Source: an optimization exercise on an open RTL-to-GDS flow (aim: small area, a short achievable clock period and few clock cycles per item). Production flows keep margins and buffers that such runs may drop. RTL that was checked went through simulation tests only; none was proved equivalent to the original. Power is estimated from default activity; no workload was simulated.

==> run a <==
## radio_mode_fsm
module radio_mode_fsm #(
    parameter [7:0]  CHANNEL_RESET = 8'h0B,
    parameter [15:0] CCACFG_RESET  = 16'h0000
) (
    input  wire        clk,
    input  wire        rst,             
    input  wire        in_valid,
    output wire        in_ready,
    input  wire        in_kind,         
    input  wire [31:0] in_word,
    input  wire [31:0] in_arg,
    input  wire        in_abortable,    
    input  wire        in_ack_req,      
    input  wire [31:0] pool_handle,
    output wire        pool_take,
    output wire        rsp_valid,
    output wire [31:0] rsp_word,
    output wire        out_valid,
    output wire [31:0] out_w0,
    output wire [31:0] out_w1,
    output wire [1:0]  need,
    output reg  [7:0]  hw_channel,
    output reg  [15:0] hw_cca,
    output wire [7:0]  fault
);
Settings: LEC_CHECK=0, ABC_AREA=1, CAP_MARGIN=20, CORE_MARGIN=2, CORE_UTILIZATION=45, PLACE_DENSITY=0.6, SETUP_SLACK_MARGIN=5.0, SLEW_MARGIN=20; clock period 8.0 ns.
standard.sh (not shown) runs the stock make flow with config.mk's settings and CLKGATE_MAP_FILE= SYNTH_SCRIPT=/design/flow/synth_recipe.tcl, a recipe that flattens the netlist after the stock synthesis.
==> flow/flow/run.sh <==
#!/bin/bash
# The standard layout (standard.sh), with every port buffered by a
# sky130_fd_sc_hd__buf_1 instead of the cell buffer_ports picks by default,
# and clock tree synthesis without dummy loads.
set -euo pipefail
export BUFFER_PORTS_ARGS="-buffer_cell sky130_fd_sc_hd__buf_1"
export CTS_ARGS="-sink_clustering_enable -repair_clock_nets -buf_list sky130_fd_sc_hd__clkbuf_4 -dont_use_dummy_load"
bash standard.sh > standard.log 2>&1
==> inputs of run b, as changes to run a <==
--- a/flow/design.v
+++ b/flow/design.v
@@ -59,25 +59,24 @@
     reg  [3:0]  evq_head;
     reg  [4:0]  evq_count;           
     reg  [3:0]  evq_last;            
     reg         ed_held;             
     reg  [7:0]  energy;
     reg         ready_r;
-    reg         ok_r;                
     reg         take_r;
     reg         rsp_v;
     reg  [3:0]  rsp_lo;
     reg  [3:0]  rsp_hi;
     reg         rec_v;
     reg  [2:0]  rec_type;
     reg  [7:0]  rec_lo;
-    assign in_ready  = ready_r && ok_r;
-    assign pool_take = take_r && ok_r;
-    assign rsp_valid = rsp_v && ok_r;
+    assign in_ready  = ready_r;
+    assign pool_take = take_r;
+    assign rsp_valid = rsp_v;
     assign rsp_word  = {24'd0, rsp_hi, rsp_lo};
-    assign out_valid = rec_v && ok_r;
+    assign out_valid = rec_v;
     assign out_w0    = {5'b10000, rec_type, 16'd0, rec_lo};
     assign out_w1    = job_frame;
     assign need      = state[4:3];
     assign fault     = {5'd0, fault_r};
     wire sDIS   = state == ST_DIS;
     wire sSLEEP = state == ST_SLEEP;
@@ -113,38 +112,37 @@
             ST_ED:    state_code = 4'd10;
             ST_CCA:   state_code = 4'd11;
             default:  state_code = 4'd12;
         endcase
     end
     wire queued  = (evq_tail != 5'd0);   
-    wire drain   = ok_r && !take_r && !cs_held && queued;
+    wire stopped = (fault_r != 3'd0);
+    wire drain   = !stopped && !take_r && !cs_held && queued;
     wire last    = ({1'b0, evq_head} + 5'd1 == evq_tail);    
     wire [3:0] qcode = evq[evq_head];
     wire [7:0] opc = in_word[31:24];
     wire b0        = in_word[0];
-    wire acc       = in_valid && ready_r && ok_r;
+    wire acc       = in_valid && ready_r;
     wire acc_cmd   = acc && !in_kind;
     wire acc_ev    = acc && in_kind;
     wire [4:0] cop = opc[4:0];           
     wire c_CSE = acc_cmd && cop == 5'h0E;
     wire c_CSX = acc_cmd && cop == 5'h0F;
     wire [3:0] dcode = (opc[5] || opc[3]) ? {opc[5] && opc[0], opc[5] && !opc[0], opc[5], 1'b1}
                                           : {opc[2:0], b0};
     wire dev   = acc_ev && !cs_held;             
     wire enq   = acc_ev && cs_held;              
     wire qev   = drain || (c_CSX && queued);     
     wire evgo  = dev || qev;
-    wire [3:0] ecode = (ready_r && in_kind) ? dcode : qcode;
+    wire [3:0] ecode = dev ? dcode : qcode;
     wire eb    = ecode[0];
     wire paired = (dcode[3:1] == 3'b001) || (dcode[3:1] == 3'b010) ||
                   (dcode[3:1] == 3'b110) || (dcode[3:1] == 3'b111);
-    wire tsr_drop = evq_count != 5'd0 && evq_last == E_TSR && dcode != E_TSG;
     wire drop  = (dcode == E_ACK0) ||
                  (evq_count != 5'd0 && dcode[3:1] == evq_last[3:1] &&
-                  (paired || dcode[0] == evq_last[0])) ||
-                 tsr_drop;
+                  (paired || dcode[0] == evq_last[0]));
     wire store = enq && !drop;
     wire d_EDC = dcode[3:1] == 3'b110;
     reg        e_erl;           
     reg        e_fresh;         
     reg        e_chg;           
     reg  [4:0] e_state;
@@ -257,53 +255,35 @@
                 k_prx_clr = k_chg; k_none_clr = k_chg;
                 k_rsp = k_chg ? 4'd9 : 4'd1;
             end
             default: ;
         endcase
     end
+    wire erl      = (evgo && e_erl) || (acc_cmd && k_erl);
+    wire n_ts     = (evgo && e_ts_set) ? 1'b1 : (evgo && e_ts_clr) ? 1'b0 : ts_granted;
     wire pool_zero = (pool_handle == 32'd0);
-    wire cmdq      = (cop == 5'h0F) && queued;   
-    wire       ts_E    = e_ts_set ? 1'b1 : e_ts_clr ? 1'b0 : ts_granted;
-    wire       bz_E    = rx_none || e_fresh;
-    wire       none_E  = bz_E && pool_zero;
-    wire [4:0] state_E = e_erl ? {4'b0100, !none_E && ts_E} : e_chg ? e_state : state;
-    wire       rxn_E   = e_erl ? none_E : (e_none_set || rx_none);
-    wire       prx_E   = e_erl ? none_E : pending_rx;
-    wire       res_E   = e_res_set || (resume && !e_erl && !(e_chg && ecode == E_TSG));
-    wire       take_E  = e_erl && bz_E;
-    wire       none_K  = rx_none && pool_zero;
-    wire [4:0] state_K = cmdq ? state_E :
-                         k_erl ? {4'b0100, !none_K && ts_granted} : k_chg ? k_state : state;
-    wire       rxn_K   = cmdq ? rxn_E : k_erl ? none_K : rx_none && !k_none_clr;
-    wire       prx_K   = cmdq ? prx_E : k_erl ? none_K : pending_rx && !k_prx_clr;
-    wire       res_K   = cmdq ? res_E : resume && !k_erl && !k_res_clr;
-    wire       ts_K    = cmdq ? ts_E : ts_granted;
-    wire       take_K  = cmdq ? take_E : k_erl && rx_none;
-    wire       into_K  = cmdq ? e_into : k_into;
-    wire       rec_K   = cmdq && e_rec;
-    wire ev_now  = in_kind && !cs_held;          
-    wire [4:0] n_state = acc ? (in_kind ? (cs_held ? state : state_E) : state_K)
-                             : (drain ? state_E : state);
-    wire n_rx_none     = acc ? (in_kind ? (cs_held ? rx_none : rxn_E) : rxn_K)
-                             : (drain ? rxn_E : rx_none);
-    wire n_pending_rx  = acc ? (in_kind ? (cs_held ? pending_rx : prx_E) : prx_K)
-                             : (drain ? prx_E : pending_rx);
-    wire n_resume      = acc ? (in_kind ? (cs_held ? resume : res_E) : res_K)
-                             : (drain ? res_E : resume);
-    wire n_ts          = acc ? (in_kind ? (cs_held ? ts_granted : ts_E) : ts_K)
-                             : (drain ? ts_E : ts_granted);
-    wire take          = acc ? (in_kind ? ev_now && take_E : take_K) : drain && take_E;
-    wire into_set      = acc ? (in_kind ? ev_now && e_into : into_K) : drain && e_into;
-    wire rec           = acc ? (in_kind ? ev_now && e_rec : rec_K) : drain && e_rec;
+    wire erl_bz   = rx_none || e_fresh;
+    wire erl_none = erl_bz && pool_zero;
+    wire take     = erl && erl_bz;
+    wire chg = (evgo && e_chg) || (acc_cmd && k_chg);
+    wire [4:0] n_state = erl ? {4'b0100, !erl_none && n_ts} :
+                         chg ? (evgo ? e_state : k_state) : state;
+    wire n_rx_none = erl ? erl_none :
+                     ((evgo && e_none_set) || rx_none) && !(acc_cmd && k_none_clr);
+    wire n_pending_rx = erl ? erl_none : pending_rx && !(acc_cmd && k_prx_clr);
+    wire n_resume = (evgo && e_res_set) || (resume && !erl && !(acc_cmd && k_res_clr) &&
+                                           !(evgo && e_chg && ecode == E_TSG));
     wire n_cs = c_CSE ? 1'b1 : c_CSX ? 1'b0 : cs_held;
+    wire into_set = (evgo && e_into) || (acc_cmd && k_into);
     wire c_CHU = acc_cmd && cop == 5'h0A;
     wire c_CCU = acc_cmd && cop == 5'h0B;
     wire upd_channel = (pending_channel && into_set) || (c_CHU && inset);
     wire upd_cca     = (pending_cca && into_set) || (c_CCU && inset);
     wire n_pending_channel = (pending_channel && !into_set) || (c_CHU && !inset);
     wire n_pending_cca     = (pending_cca && !into_set) || (c_CCU && !inset);
+    wire rec = evgo && e_rec;
     wire [7:0] n_rec_lo = (e_rtype == R_ED) ? (dev ? in_word[7:0] : energy) : {6'd0, e_lo};
     wire [3:0] n_rsp_hi = (cop == 5'h08) ? state_code : 4'd0;
     wire z23_8 = (in_word[23:8] == 16'd0);
     wire z7_1  = (in_word[7:1] == 7'd0);
     reg        ev_ok;
     always @* begin
@@ -347,13 +327,13 @@
             else if (opc == 8'h0F && !cs_held)
                 step_fault = 3'd4;
         end
     end
     wire faulting = acc && (step_fault != 3'd0);
     wire [4:0] n_tail = qev ? (last ? 5'd0 : evq_tail) : (store ? evq_tail + 5'd1 : evq_tail);
-    wire n_ready = !take && (n_cs || n_tail == 5'd0);
+    wire n_ready = !faulting && !stopped && !take && (n_cs || n_tail == 5'd0);
     always @(posedge clk) begin
         if (rst) begin
             state           <= ST_SLEEP;
             ts_granted      <= 1'b0;
             rx_none         <= 1'b1;
             pending_rx      <= 1'b0;
@@ -368,13 +348,12 @@
             fault_r         <= 3'd0;
             evq_tail        <= 5'd0;
             evq_head        <= 4'd0;
             evq_count       <= 5'd0;
             ed_held         <= 1'b0;
             ready_r         <= 1'b1;
-            ok_r            <= 1'b1;
             take_r          <= 1'b0;
             rsp_v           <= 1'b0;
             rec_v           <= 1'b0;
         end else begin
             state           <= n_state;
             ts_granted      <= n_ts;
@@ -388,16 +367,15 @@
                 cfg_channel <= in_word[7:0];
             if (acc_cmd && cop == 5'h11)
                 cfg_cca <= in_word[15:0];
             if (acc)
                 fault_r <= step_fault;
             ready_r         <= n_ready;
-            ok_r            <= ok_r && !faulting;
-            take_r          <= take;
-            rsp_v           <= acc_cmd;
-            rec_v           <= rec;
+            take_r          <= take && !faulting;
+            rsp_v           <= acc_cmd && !faulting;
+            rec_v           <= rec && !faulting;
             if (upd_channel)
                 hw_channel <= cfg_channel;
             if (upd_cca)
                 hw_cca <= cfg_cca;
             evq_tail <= n_tail;
             if (c_CSE) begin
@@ -424,12 +402,12 @@
         rec_type    <= e_rtype;
         rec_lo      <= n_rec_lo;
         if (rx_none || (evgo && e_fresh))
             rx_buffer <= (acc_cmd && cop == 5'h09) ? in_arg : pool_handle;
         if (enq && d_EDC && !ed_held)
             energy <= in_word[7:0];
-        if (enq && !tsr_drop)
+        if (enq)
             evq_last <= dcode;
         if (store)
             evq[evq_tail[3:0]] <= dcode;
     end
 endmodule
==> flow/flow/run.sh (replaced) <==
#!/bin/bash
# The standard layout (standard.sh), with every port buffered by a
# sky130_fd_sc_hd__buf_1 instead of the cell buffer_ports picks by default.
set -euo pipefail
export BUFFER_PORTS_ARGS="-buffer_cell sky130_fd_sc_hd__buf_1"
bash standard.sh > standard.log 2>&1
- CORE_UTILIZATION: 45 -> 40
==> inputs of run c, as changes to run a <==
--- a/flow/design.v
+++ b/flow/design.v
@@ -57,13 +57,12 @@
     reg  [3:0]  evq [0:15];          
     reg  [4:0]  evq_tail;            
     reg  [3:0]  evq_head;
     reg  [4:0]  evq_count;           
     reg  [3:0]  evq_last;            
     reg         ed_held;             
-    reg  [7:0]  energy;
     reg         ready_r;
     reg         ok_r;                
     reg         take_r;
     reg         rsp_v;
     reg  [3:0]  rsp_lo;
     reg  [3:0]  rsp_hi;
@@ -298,13 +297,15 @@
     wire c_CHU = acc_cmd && cop == 5'h0A;
     wire c_CCU = acc_cmd && cop == 5'h0B;
     wire upd_channel = (pending_channel && into_set) || (c_CHU && inset);
     wire upd_cca     = (pending_cca && into_set) || (c_CCU && inset);
     wire n_pending_channel = (pending_channel && !into_set) || (c_CHU && !inset);
     wire n_pending_cca     = (pending_cca && !into_set) || (c_CCU && !inset);
-    wire [7:0] n_rec_lo = (e_rtype == R_ED) ? (dev ? in_word[7:0] : energy) : {6'd0, e_lo};
+    wire ld_energy = enq && d_EDC && !ed_held;
+    wire ld_rec_lo = ld_energy || (rec && !(e_rtype == R_ED && !dev));
+    wire [7:0] n_rec_lo = (e_rtype == R_ED) ? in_word[7:0] : {6'd0, e_lo};
     wire [3:0] n_rsp_hi = (cop == 5'h08) ? state_code : 4'd0;
     wire z23_8 = (in_word[23:8] == 16'd0);
     wire z7_1  = (in_word[7:1] == 7'd0);
     reg        ev_ok;
     always @* begin
         case (opc)
@@ -419,17 +420,16 @@
         if (!txfam)
             job_frame <= (sED || sCCA) ? 32'd0 :
                          (sRXF && !(acc_cmd && cop == 5'h03)) ? rx_buffer : in_arg;
         rsp_lo      <= acc_cmd ? k_rsp : 4'd1;
         rsp_hi      <= n_rsp_hi;
         rec_type    <= e_rtype;
-        rec_lo      <= n_rec_lo;
+        if (ld_rec_lo)
+            rec_lo <= n_rec_lo;
         if (rx_none || (evgo && e_fresh))
             rx_buffer <= (acc_cmd && cop == 5'h09) ? in_arg : pool_handle;
-        if (enq && d_EDC && !ed_held)
-            energy <= in_word[7:0];
         if (enq && !tsr_drop)
             evq_last <= dcode;
         if (store)
             evq[evq_tail[3:0]] <= dcode;
     end
 endmodule
==> flow/flow/run.sh (replaced) <==
#!/bin/bash
# The standard layout (standard.sh), with every port buffered by a
# sky130_fd_sc_hd__buf_1 instead of the cell buffer_ports picks by default.
set -euo pipefail
export BUFFER_PORTS_ARGS="-buffer_cell sky130_fd_sc_hd__buf_1"
bash standard.sh > standard.log 2>&1
- CORE_UTILIZATION: 45 -> 50
- CTS_BUF_LIST: unset -> sky130_fd_sc_hd__clkbuf_4
- PLACE_DENSITY: 0.6 -> 0.65
==> inputs of run d, as changes to run a <==
==> flow/flow/run.sh (replaced) <==
#!/bin/bash
# The standard layout (standard.sh), with every port buffered by a
# sky130_fd_sc_hd__buf_1 instead of the cell buffer_ports picks by default.
set -euo pipefail
export BUFFER_PORTS_ARGS="-buffer_cell sky130_fd_sc_hd__buf_1"
bash standard.sh > standard.log 2>&1
- CORE_UTILIZATION: 45 -> 50
- CTS_BUF_LIST: unset -> sky130_fd_sc_hd__clkbuf_8
- PLACE_DENSITY: 0.6 -> 0.65
==> qor summary <==
| metric | run c | run b | run a | run d |
|---|---|---|---|---|
| Area Growth Syn to Fin | 24.7% | 30.0% | 19.6% | 24.6% |
| Number of fillers in the final layout | 2166 | 2960 | 2566 | 2168 |
| Largest voltage drop on the vdd net | 0.112 mV | 0.140 mV | 0.111 mV | 0.153 mV |
| DRC violation total after the first TritonRoute iteration | 958 | 789 | 861 | 887 |
| GR Util All Layers | 26.2% | 23.2% | 24.3% | 25.8% |
| Routed length on met3 | 2.63 mm | 2.65 mm | 2.51 mm | 2.41 mm |
| Flip-flop and latch share of the layout cell area | 40.2% | 38.4% | 43.0% | 41.3% |
| Switching component of the power | 752 µW | 697 µW | 686 µW | 746 µW |
| GRT met3 Usage | 5.42% | 4.05% | 5.69% | 4.24% |
| Critical Path RT | 8.61 ns | 8.44 ns | 8.30 ns | 8.25 ns |
| Mux contribution to synthesized area | 0.728% | 0% | 0.162% | 0.162% |
| FF+latch count, synth | 239 | 246 | 247 | 247 |
| Most frequent cell on the critical path | sky130_fd_sc_hd__nand2_1 | sky130_fd_sc_hd__nand2_8 | - | sky130_fd_sc_hd__nor2_4 |
| Via density per instance | 5.33 | 5.14 | 5.26 | 5.27 |
| End-of-flow core utilization | 63.5% | 52.5% | 54.8% | 63.3% |
| Clock buf count | 102 | 37 | 69 | 46 |
| Wire length of the first global-routing pass | 54.0 mm | 61.1 mm | 54.5 mm | 53.3 mm |
| Total placed cells including tap cells | 1976 | 2150 | 1984 | 1967 |
| Clock Skews | 0.0488 ns | 0.0229 ns | 0.0725 ns | 0.0248 ns |
| Area used by multi-input combinational logic | 5860 µm² | 6260 µm² | 5530 µm² | 5690 µm² |
| Post-CTS Repair Setup Buffers | 21 | 61 | 16 | 28 |
| Result of the run | complete, no violations | complete, no violations | complete, no violations | complete, no violations |
| Total power consumption of the routed design | 2880 µW | 2850 µW | 2570 µW | 2880 µW |
| Summed instance area of the synthesized netlist | 12400 µm² | 12700 µm² | 12400 µm² | 12400 µm² |
Testbench counts of run a, summed over its fixed seeds: cycles 33,341, items 32,000.
Testbench counts of run d, summed over its fixed seeds: cycles 33,341, items 32,000.
Function not checked in run b and run c: the RTL went through the layout flow alone.

==> port drivers added, routing unchanged <==
Ports are ideal in the flow. The routed layouts listed here were re-timed in OpenROAD. Step 1, drivers: a clkbuf_16 drives clk and a buf_2 each remaining input, both assumed. Step 2 times the ports against the registers' clock, not the clock port: input delays grow and output delays shrink by t, the midpoint of the rising clock arrivals with the driver on. Slacks: ideal / step 1 / step 2; pairs: ideal / step 1.
run | shift t [ns] | setup WS [ns] | worst setup path at the end | clock arrival spread, ns
run a | 0.663 | 4.923 / 4.923 / 4.260 | input to register | 0.073 / 0.072
run b | 0.585 | 4.846 / 4.836 / 4.252 | input to register | 0.023 / 0.023
run c | 0.693 | 4.904 / 4.886 / 4.193 | input to register | 0.049 / 0.049
run d | 0.587 | 4.931 / 4.911 / 4.324 | input to register | 0.027 / 0.027
After both steps every run listed still meets setup and hold. The setup slack of run c, which loses most, moves by -0.018 ns with the drivers and by -0.711 ns with both steps.
